From an optimization exercise on the open Yosys and OpenROAD flow, aimed at small area, a short achievable clock period and few clock cycles; shortcuts taken in it are not production practice.
The RTL was checked by simulation tests, not by an equivalence proof against the original design.

Setup of v3:
## mcb_core
module mcb_core #(
    parameter EDGE_DEPTH = 32,              
    parameter AW         = 5                
) (
    input  wire        clk,
    input  wire        rst,
    input  wire        cmd_valid,
    output wire        cmd_ready,
    input  wire [63:0] cmd_data,
    output wire        evt_valid,
    input  wire        evt_ready,
    output wire [63:0] evt_data,
    output wire        irq
);
    localparam [1:0] LV_LOW = 2'd0, LV_MID = 2'd1, LV_HIGH = 2'd2;
    localparam [1:0] CH_EMPTY = 2'd0, CH_OPEN = 2'd1, CH_CLOSED = 2'd2, CH_FAILED = 2'd3;
    localparam [2:0] AS_IDLE = 3'd0, AS_LEN = 3'd1, AS_DATA = 3'd2, AS_SUM = 3'd3, AS_END = 3'd4;
    localparam [3:0] OP_NOP = 4'h0, OP_SAMPLE = 4'h1, OP_CLOSE = 4'h2, OP_QUERY = 4'h3,
                     OP_DECODE = 4'h4, OP_ASM_BYTE = 4'h5, OP_ASM_CLEAR = 4'h6,
                     OP_EDGE_RD = 4'h7, OP_CSR_RD = 4'h8, OP_CSR_WR = 4'h9, OP_CLEAR = 4'hA;
    localparam [7:0] E_ILLEGAL_OP = 8'h01, E_RSVD_NONZERO = 8'h02, E_BAD_LEVEL = 8'h03,
                     E_CH_NOT_OPEN = 8'h04, E_OUT_OF_ORDER = 8'h05, E_EMPTY_CHANNEL = 8'h06,
  ...
export LEC_CHECK = 0
export CAP_MARGIN = 30
export CORE_MARGIN = 2
export CORE_UTILIZATION = 45
export CTS_CLUSTER_DIAMETER = 60
export CTS_CLUSTER_SIZE = 30
export SETUP_SLACK_MARGIN = 5
export SLEW_MARGIN = 30
create_clock -name core_clock -period 12.0 [get_ports {clk}]
run.sh (not shown) runs the stock make flow with config.mk's settings and CLKGATE_MAP_FILE= SYNTH_SCRIPT=/design/flow/synth_recipe.tcl, a recipe that flattens the netlist after the stock synthesis.
Per the final summary, v3 finished and its layout is clean on timing, DRC and antenna.
Testbench counts of v3, summed over its fixed seeds: cycles 6,978.
## Diff of input files: v28 against v3
- a change of CORE_UTILIZATION from 45 to 40
- an added ABC_AREA of 1
### Flow results
Changes observed in v28 relative to v3: buffer and inverter count on the worst path now sits lower; final wirelength lost 19%; via count grew by 7312. Run comparison: v28 worst setup path startpoint n2_t[39]; v3 worst setup path startpoint du2[19]. | share of synthesized area occupied by flip-flops and latches | v28 vs v3 | 1.0 points lower |. The basic-gate share of the synthesized area counting and, or, nand and nor cells reported for v28 is greater than that of v3 by 6.1 points.

========
Setup of rev 12:
mcb_core again, from the RTL that the note above started with.
Design mcb_core, start of the top module:
module mcb_core #(
    parameter EDGE_DEPTH = 32,              
    parameter AW         = 5                
) (
    input  wire        clk,
    input  wire        rst,
    input  wire        cmd_valid,
    output wire        cmd_ready,
    input  wire [63:0] cmd_data,
    output wire        evt_valid,
    input  wire        evt_ready,
    output wire [63:0] evt_data,
    output wire        irq
);
    localparam [1:0] LV_LOW = 2'd0, LV_MID = 2'd1, LV_HIGH = 2'd2;
    localparam [1:0] CH_EMPTY = 2'd0, CH_OPEN = 2'd1, CH_CLOSED = 2'd2, CH_FAILED = 2'd3;
    localparam [2:0] AS_IDLE = 3'd0, AS_LEN = 3'd1, AS_DATA = 3'd2, AS_SUM = 3'd3, AS_END = 3'd4;
    localparam [3:0] OP_NOP = 4'h0, OP_SAMPLE = 4'h1, OP_CLOSE = 4'h2, OP_QUERY = 4'h3,
                     OP_DECODE = 4'h4, OP_ASM_BYTE = 4'h5, OP_ASM_CLEAR = 4'h6,
                     OP_EDGE_RD = 4'h7, OP_CSR_RD = 4'h8, OP_CSR_WR = 4'h9, OP_CLEAR = 4'hA;
    localparam [7:0] E_ILLEGAL_OP = 8'h01, E_RSVD_NONZERO = 8'h02, E_BAD_LEVEL = 8'h03,
  ...
clock: 12.0 ns
lec_check: 0
abc_area: 1
cap_margin: 30
core_margin: 2
core_utilization: 45
cts_cluster_diameter: 60
cts_cluster_size: 30
setup_slack_margin: 5
slew_margin: 30
Testbench counts of rev 12, summed over its fixed seeds: cycles 6,978.
Edits applied to the flow inputs when going from rev 12 to rev 13:
Settings: TNS_END_PERCENT: unset -> 10.
## What came out
No stage failed in rev 13, and the final checks on the layout all came back clean.
As of rev 13, finished layout cell area had fallen slightly compared to rev 12.
Between rev 13 and rev 12, it is rev 13 whose count of cells along the worst register-to-register path is lower, by 24.
There was hardly any difference in count of inverters not on the clock network in the layout between rev 12 and rev 13.

## afterwards: timing with drivers on the ports
Ports are ideal in the flow. The routed layouts listed here were re-timed in OpenROAD.
Step 1 sets driving cells, clkbuf_16 on the clock port and buf_2 on the other inputs (assumed; they add their load-dependent delay and slew).
Step 2, shift: input delay + t, output delay - t, t = (earliest + latest rising clock arrival at the registers) / 2. This alone moves slack from input paths to output paths.
Slacks: ideal / step 1 / step 2; pairs: ideal / step 1.
| run | t (ns) | setup WS [ns] | worst hold slack (ns) | slew at the worst register clock pin (ns) |
|---|---|---|---|---|
| v3 | 1.370 | 2.869 / 2.869 / 2.869 | 0.459 / 0.459 / 0.459 | 0.11 / 0.11 |
| v28 | 1.313 | 4.579 / 4.579 / 3.574 | 0.454 / 0.454 / 0.454 | 0.11 / 0.11 |
| rev 12 | 1.309 | 4.591 / 4.591 / 3.491 | 0.433 / 0.433 / 0.433 | 0.10 / 0.10 |
| rev 13 | 1.325 | 4.057 / 4.057 / 3.151 | 0.449 / 0.449 / 0.449 | 0.11 / 0.11 |
After both steps setup and hold are still met in every run listed. The setup slack of rev 12, which loses most, moves by 0.000 ns with the drivers and by -1.100 ns with both steps.
